What follows belongs to an exercise in optimizing a design on an open flow for small area; a production flow would make more cautious choices.
Only simulation tests tie the RTL to the original design; equivalence was not proved.
No activity file was given, so power comes from the tool's default toggle rates.

==> job 1356: inputs <==
// cf2_blframer
module cf2_blframer (
    input  wire        clk,
    input  wire        rst,           
    input  wire        boot_stay,
    input  wire [31:0] app_word,
    input  wire        rx_valid,
    input  wire [7:0]  rx_data,
    output wire        rx_ready,
    output reg         tx_valid,
    output reg  [7:0]  tx_data,
    input  wire        tx_ready,
    output wire        stg_we,
    output wire        stg_re,
    output wire [13:0] stg_addr,
    output wire [7:0]  stg_wdata,
    input  wire [7:0]  stg_rdata,
    output wire        fc_we,
    output reg  [1:0]  fc_reg,
    output wire [31:0] fc_addr,
    output reg  [31:0] fc_wdata,
    input  wire        fc_busy,
    output wire        diag_valid,
    output wire [1:0]  diag_code,
    output wire        idle,
    output wire        app_mode,
    output wire        fault
);
clock: 8.0 ns
lec_check: 0
cap_margin: 20
core_margin: 2
core_utilization: 40
place_density: 0.6
slew_margin: 20
run.sh (not shown) runs the stock make flow with config.mk's settings and CLKGATE_MAP_FILE= SYNTH_SCRIPT=/design/flow/synth_recipe.tcl, a recipe that flattens the netlist after the stock synthesis.
==> job 4959: changes against job 1356 <==
--- a/flow/design.v
+++ b/flow/design.v
@@ -31,60 +31,66 @@
     localparam [31:0] FC_KEY2     = 32'hCDEF_89AB;
     localparam [31:0] PROGRAM_CFG = 32'h0000_0201;
     localparam [4:0] S_BOOT = 5'd0, S_APP = 5'd1, S_FAULT = 5'd2,
                      S_SYNC1 = 5'd8, S_SYNC2 = 5'd9, S_TYPE = 5'd10, S_LEN = 5'd11,
                      S_PAY = 5'd12, S_CKLO = 5'd13, S_CKHI = 5'd14, S_CKBAD = 5'd15,
                      S_DWAIT = 5'd3, S_LOAD = 5'd4, S_SEND = 5'd5,
-                     W_PAGE = 5'd16, W_EK2 = 5'd17, W_ECFG = 5'd18, W_PK1 = 5'd19,
-                     W_PK2 = 5'd20, W_PCFG = 5'd21, W_WORD = 5'd22;
+                     W_PAGE = 5'd16, W_PK1 = 5'd20, W_EK2 = 5'd24, W_PK2 = 5'd28,
+                     W_ECFG = 5'd17, W_PCFG = 5'd21, W_WORD = 5'd18, W_INC = 5'd19;
     reg [4:0] st;
     wire framing = (st[4:3] == 2'b01);
     wire flash   = st[4];
     reg [7:0] q [0:63];
     reg [5:0] wpos;       
     reg [5:0] hp1;        
-    reg [6:0] cnt;        
+    reg       rfull;      
     reg [7:0] d1, d2, d3;
     reg       v1, v2, v3;
-    wire push = rx_valid && !cnt[6];
-    assign rx_ready = !cnt[6];
+    wire [5:0] qdiff = wpos - hp1;
+    wire [1:0] pend  = {1'b0, v1} + {1'b0, v2} + {1'b0, v3};
+    wire       qfull = (pend == 2'd0) ? rfull : (qdiff == {4'd0, pend});
+    wire       qempty = (qdiff == 6'd0) && !rfull && !v1 && !v2 && !v3;
+    wire push = rx_valid && !qfull;
+    assign rx_ready = !qfull;
     wire       wtap = (wpos[1:0] == 2'd0);
     wire       s3 = v3;
     wire       s2 = !v3 && v2;
     wire       s1 = !v3 && !v2 && v1;
     wire       s0 = !v3 && !v2 && !v1;
     wire       qwr = wtap && (v3 || v2 || v1 || push);
     wire [7:0] qwd = s3 ? d3 : s2 ? d2 : s1 ? d1 : rx_data;
-    wire       ring_has = (wpos != hp1) || cnt[6];
+    wire       ring_has = (qdiff != 6'd0) || rfull;
     wire       at_rtap  = (hp1[4:0] == 5'd0);
-    wire [7:0] c        = hp1[5] ? q[31] : q[63];
+    wire [7:0] c        = ~(hp1[5] ? q[31] : q[63]);
     wire       want     = framing;
     wire       pop      = want && ring_has && at_rtap;
     integer k;
     always @(posedge clk) begin
         for (k = 0; k < 64; k = k + 1)
-            if (k % 4 == 0 && qwr && wpos[5:2] == k[5:2])
-                q[k] <= qwd;
+            if (k % 4 != 0)
+                q[k] <= q[k - 1];
+            else if (qwr && wpos[5:2] == k[5:2])
+                q[k] <= qwd ^ {8{k[2]}};
             else
-                q[k] <= q[(k + 63) % 64];
+                q[k] <= ~q[(k + 63) % 64];
         d1 <= rx_data;
         d2 <= d1;
         d3 <= d2;
     end
     always @(posedge clk) begin
         if (rst) begin
             wpos <= 6'd1;
             hp1  <= 6'd1;
-            cnt  <= 7'd0;
+            rfull <= 1'b0;
             v1   <= 1'b0;
             v2   <= 1'b0;
             v3   <= 1'b0;
         end else begin
             if (!qwr) wpos <= wpos + 6'd1;
             if (!pop) hp1  <= hp1 + 6'd1;
-            cnt <= cnt + {6'd0, push} - {6'd0, pop};
+            rfull <= rfull ? !pop : (qwr && !pop && qdiff == 6'd1);
             v1 <= push && !(qwr && s0);
             v2 <= v1 && !(qwr && s1);
             v3 <= v2 && !(qwr && s2);
         end
     end
     reg [7:0] p [0:31];
@@ -99,50 +105,58 @@
     reg [7:0]  pkt_type;
     reg [5:0]  len;
     reg [7:0]  ck_a, ck_b;
     reg [13:0] addr;
     reg        rgi;        
     reg        bzok;       
+    reg        pcy;        
+    reg        pc16;       
+    reg        zsweep;     
+    wire       w_inc = (st == W_INC) && (pj == 5'd5 || pj == 5'd6);
+    wire [8:0] p_inc = {1'b0, p[31]} + {8'd0, (pj == 5'd5) ? 1'b1 : pcy};
     wire [5:0] idx = addr[5:0];
-    wire [3:0] wf_i = addr[11:8];
+    wire [3:0] wf_i = addr[13:10];
+    wire [11:0] addr_hi = addr[13:2] + {11'd0, flash || addr[1:0] == 2'd3};
+    wire [13:0] addr_n  = {addr_hi, addr[1:0] + 2'd1};
     wire        admit = (len >= 6'd3) && (p[30] == 8'hFF);
     wire [7:0]  opcode = p[29];
-    wire [5:0]  lb_cnt = len - 6'd7;
-    wire        lb_ok = (len >= 6'd7) && ({p[27], p[28]} <= 16'd9) &&
-                        ({1'b0, p[25], p[26]} + {11'd0, lb_cnt} <= 17'd1024);
+    wire [11:0] lb_sum = {1'b0, p[25][2:0], p[26]} + {6'd0, len};
+    wire        lb_ok = (len >= 6'd7) && (p[27] == 8'd0) && (p[28] <= 8'd9) &&
+                        (p[25][7:3] == 5'd0) && !lb_sum[11] &&
+                        (!lb_sum[10] || lb_sum[9:3] == 7'd0);
     wire        dispatch = (st == S_DWAIT) && (pj == 5'd0);
     wire        fslot  = (pj == 5'd12);
     wire [15:0] wf_n   = {p[3], p[4]};
-    wire [16:0] pg     = {1'b0, p[5], p[6]} + {13'd0, wf_i};
+    wire [16:0] pg     = {pc16, p[5], p[6]};
     wire        wf_end = (wf_n == {12'd0, wf_i});
     wire        wf_flt = (wf_i == 4'd10);
     wire        sect   = (pg[16:10] == 7'd0) && (pg[3:0] == 4'd0) &&
                          (pg[9:7] == 3'd0 ? (pg[6:4] <= 3'd4) : (pg[6:4] == 3'd0));
     wire [3:0]  sidx   = (pg[9:7] == 3'd0) ? {1'b0, pg[6:4]} : ({1'b0, pg[9:7]} + 4'd4);
     wire        go     = fslot && bzok && !fc_busy;
-    assign fc_we = go && flash && ((st != W_PAGE) || (!wf_end && !wf_flt));
-    assign fc_addr = {5'b00001, pg, addr[7:0], 2'b00};
+    assign fc_we = go && flash && (st != W_INC) && ((st != W_PAGE) || (!wf_end && !wf_flt));
+    assign fc_addr = {5'b00001, pg, addr[9:2], 2'b00};
     always @(*) begin
-        case (st)
-            W_ECFG:  begin fc_reg = 2'd1; fc_wdata = 32'h0001_0202 | {25'd0, sidx, 3'd0}; end
-            W_PCFG:  begin fc_reg = 2'd1; fc_wdata = PROGRAM_CFG; end
-            W_WORD:  begin fc_reg = 2'd2; fc_wdata = {stg_rdata, p[0], p[1], p[2]}; end
-            W_EK2, W_PK2: begin fc_reg = 2'd0; fc_wdata = FC_KEY2; end
-            default: begin fc_reg = 2'd0; fc_wdata = FC_KEY1; end
-        endcase
+        fc_reg = st[1:0];
+        if (st[1])
+            fc_wdata = {stg_rdata, p[0], p[1], p[2]};
+        else if (st[0])
+            fc_wdata = st[2] ? PROGRAM_CFG : (32'h0001_0202 | {25'd0, sidx, 3'd0});
+        else
+            fc_wdata = st[3] ? FC_KEY2 : FC_KEY1;
     end
     assign stg_we    = (st == S_LOAD) && (pj >= 5'd7);
     assign stg_wdata = p[31];
     assign stg_re    = flash && (pj[4:2] == 3'd2);
-    assign stg_addr  = flash ? {addr[11:0], pj[1:0]} : addr;
+    assign stg_addr  = addr;
     wire d_ck = pop && ((st == S_CKHI && c != ck_b) || st == S_CKBAD);
     wire d_lb = dispatch && admit && opcode == 8'h14 && !lb_ok;
     wire d_st = (st == W_PAGE) && fslot && !wf_end && wf_flt;
     assign diag_valid = d_ck || d_lb || d_st;
     assign diag_code  = {d_lb || d_st, d_ck || d_st};
-    assign idle     = framing && (cnt == 7'd0);
+    assign idle     = framing && qempty;
     assign app_mode = (st == S_APP);
     assign fault    = (st == S_FAULT);
     wire [5:0] rlen = rgi ? 6'd24 : 6'd5;
     wire       t_hdr = (idx[5:2] == 4'b1111);
     wire       t_pay = !t_hdr && (idx < rlen);
     wire       t_a   = (idx == rlen);
@@ -186,49 +200,55 @@
     wire       ck_clr = (st == S_TYPE) || ((st == S_SEND) && (idx == 6'd62));
     wire       ck_acc = (pop && (st == S_TYPE || st == S_LEN || st == S_PAY)) ||
                         (t_load && (idx[5:1] == 5'b11111 || t_pay));
     wire [7:0] ck_x   = (st == S_SEND) ? t_byte : c;
     wire [7:0] ck_an  = (ck_clr ? 8'd0 : ck_a) + ck_x;
     wire [7:0] ck_bn  = (ck_clr ? 8'd0 : ck_b) + ck_an;
-    wire zone = (st == S_PAY) || (st == S_CKLO) || (st == S_CKHI) ||
-                (st == S_CKBAD) || (st == S_DWAIT);
     always @(*) begin
         pw  = 1'b0;
         pwd = 8'd0;
-        if (zone && {1'b0, pj} >= len) pw = 1'b1;
+        if (zsweep) pw = 1'b1;
         if (st == S_PAY && pop) begin
             pw  = 1'b1;
             pwd = c;
         end
         if (flash && (pj == 5'd9 || pj == 5'd10 || pj == 5'd11)) begin
             pw  = 1'b1;
             pwd = stg_rdata;
         end
+        if (w_inc) begin
+            pw  = 1'b1;
+            pwd = p_inc[7:0];
+        end
     end
     always @(posedge clk) begin
         if (ck_acc) begin
             ck_a <= ck_an;
             ck_b <= ck_bn;
         end
         if (pop && st == S_TYPE) pkt_type <= c;
         if (pop && st == S_LEN)  len <= c[5:0];
         pj <= (pop && st == S_LEN) ? 5'd0 : pj + 5'd1;
+        zsweep <= (pop && st == S_LEN) || (zsweep && pj != 5'd31);
         if (t_load) tx_data <= t_byte;
+        if (w_inc) pcy <= p_inc[8];
     end
     always @(posedge clk) begin
         if (rst) begin
             st       <= S_BOOT;
             tx_valid <= 1'b0;
             bzok     <= 1'b0;
             rgi      <= 1'b0;
             addr     <= 14'd0;
+            pc16     <= 1'b0;
         end else begin
             if (fc_we && (st == W_WORD || st == W_ECFG))
                 bzok <= 1'b0;
             else if (!fc_busy)
                 bzok <= 1'b1;
+            if (flash) addr[1:0] <= pj[1:0] + 2'd1;
             case (st)
             S_BOOT: st <= (!boot_stay && app_word != 32'hFFFF_FFFF) ? S_APP : S_SYNC1;
             S_SYNC1: if (pop && c == SYNC1) st <= S_SYNC2;
             S_SYNC2: if (pop) st <= (c == SYNC2) ? S_TYPE : S_SYNC1;
             S_TYPE:  if (pop) st <= S_LEN;
             S_LEN:   if (pop) st <= (c > 8'd32) ? S_SYNC1 : (c == 8'd0) ? S_CKLO : S_PAY;
@@ -239,23 +259,23 @@
             S_DWAIT: if (pj == 5'd0) begin
                 st <= S_SYNC1;
                 if (admit) begin
                     case (opcode)
                     8'h10: begin st <= S_SEND; rgi <= 1'b1; addr <= 14'd60; end
                     8'h19: begin st <= S_SEND; rgi <= 1'b0; addr <= 14'd60; end
-                    8'h14: if (lb_ok && lb_cnt != 6'd0) begin
+                    8'h14: if (lb_ok && len != 6'd7) begin
                         st   <= S_LOAD;
                         addr <= {p[28][3:0], p[25][1:0], p[26]};
                     end
-                    8'h18: begin st <= W_PAGE; addr <= 14'd0; end
+                    8'h18: begin st <= W_PAGE; addr <= 14'd0; pc16 <= 1'b0; end
                     default: ;
                     endcase
                 end
             end
             S_LOAD: if (pj >= 5'd7) begin
-                addr <= addr + 14'd1;
+                addr <= addr_n;
                 if ({1'b0, pj} == len - 6'd1) st <= S_SYNC1;
             end
             W_PAGE: if (fslot) begin
                 if (wf_end) begin
                     st <= S_SEND; rgi <= 1'b0; addr <= 14'd60;
                 end else if (wf_flt)
@@ -266,21 +286,25 @@
             W_EK2:  if (go) st <= W_ECFG;
             W_ECFG: if (go) st <= W_PK1;
             W_PK1:  if (go) st <= W_PK2;
             W_PK2:  if (go) st <= W_PCFG;
             W_PCFG: if (go) st <= W_WORD;
             W_WORD: if (go) begin
-                addr <= addr + 14'd1;
-                if (addr[7:0] == 8'd255) st <= W_PAGE;
+                addr <= addr_n;
+                if (addr[9:2] == 8'd255) st <= W_INC;
+            end
+            W_INC: if (pj == 5'd6) begin
+                st <= W_PAGE;
+                if (p_inc[8]) pc16 <= 1'b1;
             end
             S_SEND: begin
                 if (t_load)
                     tx_valid <= 1'b1;
                 else if (tx_valid && tx_ready) begin
                     tx_valid <= 1'b0;
-                    addr <= addr + 14'd1;
+                    addr <= addr_n;
                     if (t_done) st <= S_SYNC1;
                 end
             end
             default: ;  
             endcase
         end
==> flow/flow/run.sh (new file) <==
#!/bin/bash
# The standard layout with three changes to how it is made:
#  - synthesis maps logic with an area-oriented ABC script (the yosys script
#    and its register mapping are unchanged; only abc_speed.script differs);
#  - the port buffers use the smallest buffer cell;
#  - CTS builds the tree from clkbuf_4 cells, 10 sinks per leaf buffer,
#    and inserts no dummy loads.
set -euo pipefail
rm -rf scripts_area
cp -r "$FLOW_HOME/scripts" scripts_area
cp flow/abc_area_map.script scripts_area/abc_speed.script
bash standard.sh synth "SCRIPTS_DIR=$PWD/scripts_area" > synth.log 2>&1
bash standard.sh finish \
  "BUFFER_PORTS_ARGS=-buffer_cell sky130_fd_sc_hd__buf_1" \
  "CTS_ARGS=-sink_clustering_enable -repair_clock_nets -sink_clustering_size 10 -sink_clustering_max_diameter 40 -dont_use_dummy_load -buf_list sky130_fd_sc_hd__clkbuf_4" \
  > finish.log 2>&1
==> flow/flow/abc_area_map.script (new file) <==
strash
dch -f
amap
mfs2
strash
dch -f
amap
topo
stime -c
==> flow/standard.sh (new file) <==
#!/bin/bash
# synth_recipe.tcl (not shown) runs the flow's synth.tcl, then flattens the netlist and writes it again
# the make line also repeats each setting of config.mk as NAME=value (left out here)
make -C /OpenROAD-flow-scripts/flow DESIGN_CONFIG=/design/flow/config.mk WORK_HOME=/design/flow/orfs CLKGATE_MAP_FILE= SYNTH_SCRIPT=/design/flow/synth_recipe.tcl "${@:-finish}"
CORE_UTILIZATION = 60   (was 40)
PLACE_DENSITY = 0.85   (was 0.6)
removed: flow/run.sh
==> job 8615: changes against job 1356 <==
--- a/flow/design.v
+++ b/flow/design.v
@@ -32,13 +32,13 @@
     localparam [31:0] PROGRAM_CFG = 32'h0000_0201;
     localparam [4:0] S_BOOT = 5'd0, S_APP = 5'd1, S_FAULT = 5'd2,
                      S_SYNC1 = 5'd8, S_SYNC2 = 5'd9, S_TYPE = 5'd10, S_LEN = 5'd11,
                      S_PAY = 5'd12, S_CKLO = 5'd13, S_CKHI = 5'd14, S_CKBAD = 5'd15,
                      S_DWAIT = 5'd3, S_LOAD = 5'd4, S_SEND = 5'd5,
                      W_PAGE = 5'd16, W_EK2 = 5'd17, W_ECFG = 5'd18, W_PK1 = 5'd19,
-                     W_PK2 = 5'd20, W_PCFG = 5'd21, W_WORD = 5'd22;
+                     W_PK2 = 5'd20, W_PCFG = 5'd21, W_WORD = 5'd22, W_INC = 5'd23;
     reg [4:0] st;
     wire framing = (st[4:3] == 2'b01);
     wire flash   = st[4];
     reg [7:0] q [0:63];
     reg [5:0] wpos;       
     reg [5:0] hp1;        
@@ -99,30 +99,35 @@
     reg [7:0]  pkt_type;
     reg [5:0]  len;
     reg [7:0]  ck_a, ck_b;
     reg [13:0] addr;
     reg        rgi;        
     reg        bzok;       
+    reg        pcy;        
+    reg        pc16;       
+    wire       w_inc = (st == W_INC) && (pj == 5'd5 || pj == 5'd6);
+    wire [8:0] p_inc = {1'b0, p[31]} + {8'd0, (pj == 5'd5) ? 1'b1 : pcy};
     wire [5:0] idx = addr[5:0];
     wire [3:0] wf_i = addr[11:8];
     wire        admit = (len >= 6'd3) && (p[30] == 8'hFF);
     wire [7:0]  opcode = p[29];
-    wire [5:0]  lb_cnt = len - 6'd7;
-    wire        lb_ok = (len >= 6'd7) && ({p[27], p[28]} <= 16'd9) &&
-                        ({1'b0, p[25], p[26]} + {11'd0, lb_cnt} <= 17'd1024);
+    wire [11:0] lb_sum = {1'b0, p[25][2:0], p[26]} + {6'd0, len};
+    wire        lb_ok = (len >= 6'd7) && (p[27] == 8'd0) && (p[28] <= 8'd9) &&
+                        (p[25][7:3] == 5'd0) && !lb_sum[11] &&
+                        (!lb_sum[10] || lb_sum[9:3] == 7'd0);
     wire        dispatch = (st == S_DWAIT) && (pj == 5'd0);
     wire        fslot  = (pj == 5'd12);
     wire [15:0] wf_n   = {p[3], p[4]};
-    wire [16:0] pg     = {1'b0, p[5], p[6]} + {13'd0, wf_i};
+    wire [16:0] pg     = {pc16, p[5], p[6]};
     wire        wf_end = (wf_n == {12'd0, wf_i});
     wire        wf_flt = (wf_i == 4'd10);
     wire        sect   = (pg[16:10] == 7'd0) && (pg[3:0] == 4'd0) &&
                          (pg[9:7] == 3'd0 ? (pg[6:4] <= 3'd4) : (pg[6:4] == 3'd0));
     wire [3:0]  sidx   = (pg[9:7] == 3'd0) ? {1'b0, pg[6:4]} : ({1'b0, pg[9:7]} + 4'd4);
     wire        go     = fslot && bzok && !fc_busy;
-    assign fc_we = go && flash && ((st != W_PAGE) || (!wf_end && !wf_flt));
+    assign fc_we = go && flash && (st != W_INC) && ((st != W_PAGE) || (!wf_end && !wf_flt));
     assign fc_addr = {5'b00001, pg, addr[7:0], 2'b00};
     always @(*) begin
         case (st)
             W_ECFG:  begin fc_reg = 2'd1; fc_wdata = 32'h0001_0202 | {25'd0, sidx, 3'd0}; end
             W_PCFG:  begin fc_reg = 2'd1; fc_wdata = PROGRAM_CFG; end
             W_WORD:  begin fc_reg = 2'd2; fc_wdata = {stg_rdata, p[0], p[1], p[2]}; end
@@ -200,30 +205,36 @@
             pwd = c;
         end
         if (flash && (pj == 5'd9 || pj == 5'd10 || pj == 5'd11)) begin
             pw  = 1'b1;
             pwd = stg_rdata;
         end
+        if (w_inc) begin
+            pw  = 1'b1;
+            pwd = p_inc[7:0];
+        end
     end
     always @(posedge clk) begin
         if (ck_acc) begin
             ck_a <= ck_an;
             ck_b <= ck_bn;
         end
         if (pop && st == S_TYPE) pkt_type <= c;
         if (pop && st == S_LEN)  len <= c[5:0];
         pj <= (pop && st == S_LEN) ? 5'd0 : pj + 5'd1;
         if (t_load) tx_data <= t_byte;
+        if (w_inc) pcy <= p_inc[8];
     end
     always @(posedge clk) begin
         if (rst) begin
             st       <= S_BOOT;
             tx_valid <= 1'b0;
             bzok     <= 1'b0;
             rgi      <= 1'b0;
             addr     <= 14'd0;
+            pc16     <= 1'b0;
         end else begin
             if (fc_we && (st == W_WORD || st == W_ECFG))
                 bzok <= 1'b0;
             else if (!fc_busy)
                 bzok <= 1'b1;
             case (st)
@@ -239,17 +250,17 @@
             S_DWAIT: if (pj == 5'd0) begin
                 st <= S_SYNC1;
                 if (admit) begin
                     case (opcode)
                     8'h10: begin st <= S_SEND; rgi <= 1'b1; addr <= 14'd60; end
                     8'h19: begin st <= S_SEND; rgi <= 1'b0; addr <= 14'd60; end
-                    8'h14: if (lb_ok && lb_cnt != 6'd0) begin
+                    8'h14: if (lb_ok && len != 6'd7) begin
                         st   <= S_LOAD;
                         addr <= {p[28][3:0], p[25][1:0], p[26]};
                     end
-                    8'h18: begin st <= W_PAGE; addr <= 14'd0; end
+                    8'h18: begin st <= W_PAGE; addr <= 14'd0; pc16 <= 1'b0; end
                     default: ;
                     endcase
                 end
             end
             S_LOAD: if (pj >= 5'd7) begin
                 addr <= addr + 14'd1;
@@ -267,13 +278,17 @@
             W_ECFG: if (go) st <= W_PK1;
             W_PK1:  if (go) st <= W_PK2;
             W_PK2:  if (go) st <= W_PCFG;
             W_PCFG: if (go) st <= W_WORD;
             W_WORD: if (go) begin
                 addr <= addr + 14'd1;
-                if (addr[7:0] == 8'd255) st <= W_PAGE;
+                if (addr[7:0] == 8'd255) st <= W_INC;
+            end
+            W_INC: if (pj == 5'd6) begin
+                st <= W_PAGE;
+                if (p_inc[8]) pc16 <= 1'b1;
             end
             S_SEND: begin
                 if (t_load)
                     tx_valid <= 1'b1;
                 else if (tx_valid && tx_ready) begin
                     tx_valid <= 1'b0;
CTS_CLUSTER_DIAMETER = 100   (was unset)
CTS_CLUSTER_SIZE = 30   (was unset)
==> results.yml <==
run_status:
  status: "no timing/DRC/antenna violations"
pwr:
  swShare: 0.271
  p_int_mw: 8.05
setup_path:
  crit_start: "addr[8]"
floorplan:
  chipWidth_um: 260
  initial_utilization: 0.402
  dieHeight_um: 260
synthesis:
  synthAdderAreaFrac: 0.0309
grt:
  grt_pass1_vias: 16600
  grt_max_degree: 41
final_layout:
  multi_input_area_share: 0.241
clocking:
  clk_pin_slew_worst_paths_ns: 0.06
[end of results for job 1356]
==> results.yml <==
synthesis:
  synthTopCellsByArea: "dfxtp_1 64%, edfxtp_1 4.5%, a21oi_1 3.1%, nor2_1 3.1%, ha_1 2.6%"
  synth_top_cells_by_count: "842 x dfxtp_1, 214 x nor2_1, 163 x a21oi_1"
  synthAdderAreaFrac: 0.0281
  synth_compound_area_frac: 0.100
run_status:
  status: "no timing/DRC/antenna violations"
floorplan:
  tapCellCount: 855
  dieHeight_um: 260
  chipWidth_um: 260
  core-area_um2: 64600
grt:
  grt_max_degree: 46
  grt_pass1_vias: 15600
final_layout:
  multi_input_area_share: 0.249
  layout.cells.non_filler: 3184
setup_path:
  crit_start: "st[1]"
  worst_path_max_delay_cell: "dfxtp_1"
clocking:
  clk_pin_slew_worst_paths_ns: 0.11
routing:
  drt_iter0_markers: 1070
pwr:
  p_int_mw: 6.38
[end of results for job 8615]
==> results.yml <==
run_status:
  status: "no timing/DRC/antenna violations"
pwr:
  p_int_mw: 6.10
floorplan:
  chipWidth_um: 205
  dieHeight_um: 205
final_layout:
  multi_input_area_share: 0.210
setup_path:
  crit_start: "hp1[2]"
grt:
  grt_max_degree: 35
synthesis:
  yosys_warnings: 3
sta:
  slew_headroom: 0.218
clocking:
  clk_pin_slew_worst_paths_ns: 0.10
[end of results for job 4959]

-- separate check: timing with driven ports --
The results above use ideal ports. As a check the final layouts listed here were re-extracted and re-timed, cells and wires unchanged.
Step 1 (the two cells are an assumption about what drives the block):
set clk [get_ports {clk}]
set_driving_cell -lib_cell sky130_fd_sc_hd__clkbuf_16 $clk
set_driving_cell -lib_cell sky130_fd_sc_hd__buf_2 [delete_from_list [all_inputs] $clk]
Step 2 adds t to the input delays and takes it off the output delays; t is the mean of the earliest and latest rising clock arrival at the registers after step 1. Input paths then give back, and output paths get back, about the clock's delay inside the block.
Three values: ideal ports, drivers, drivers and shift; two values: the first two.
run | shift t [ns] | setup WS [ns] | latest minus earliest clock arrival (ns) | worst slew at a driven data input, ns | pins driven straight from the clock port
job 1356 | 0.685 | 1.832 / 1.775 / 2.460 | 0.051 / 0.052 | 0.11 | 1
job 4959 | 0.837 | 1.656 / 1.607 / 2.268 | 0.115 / 0.115 | 0.10 | 1
job 8615 | 0.642 | 1.812 / 1.754 / 2.376 | 0.028 / 0.028 | 0.04 | 1
After both steps setup and hold are still met in every run listed.
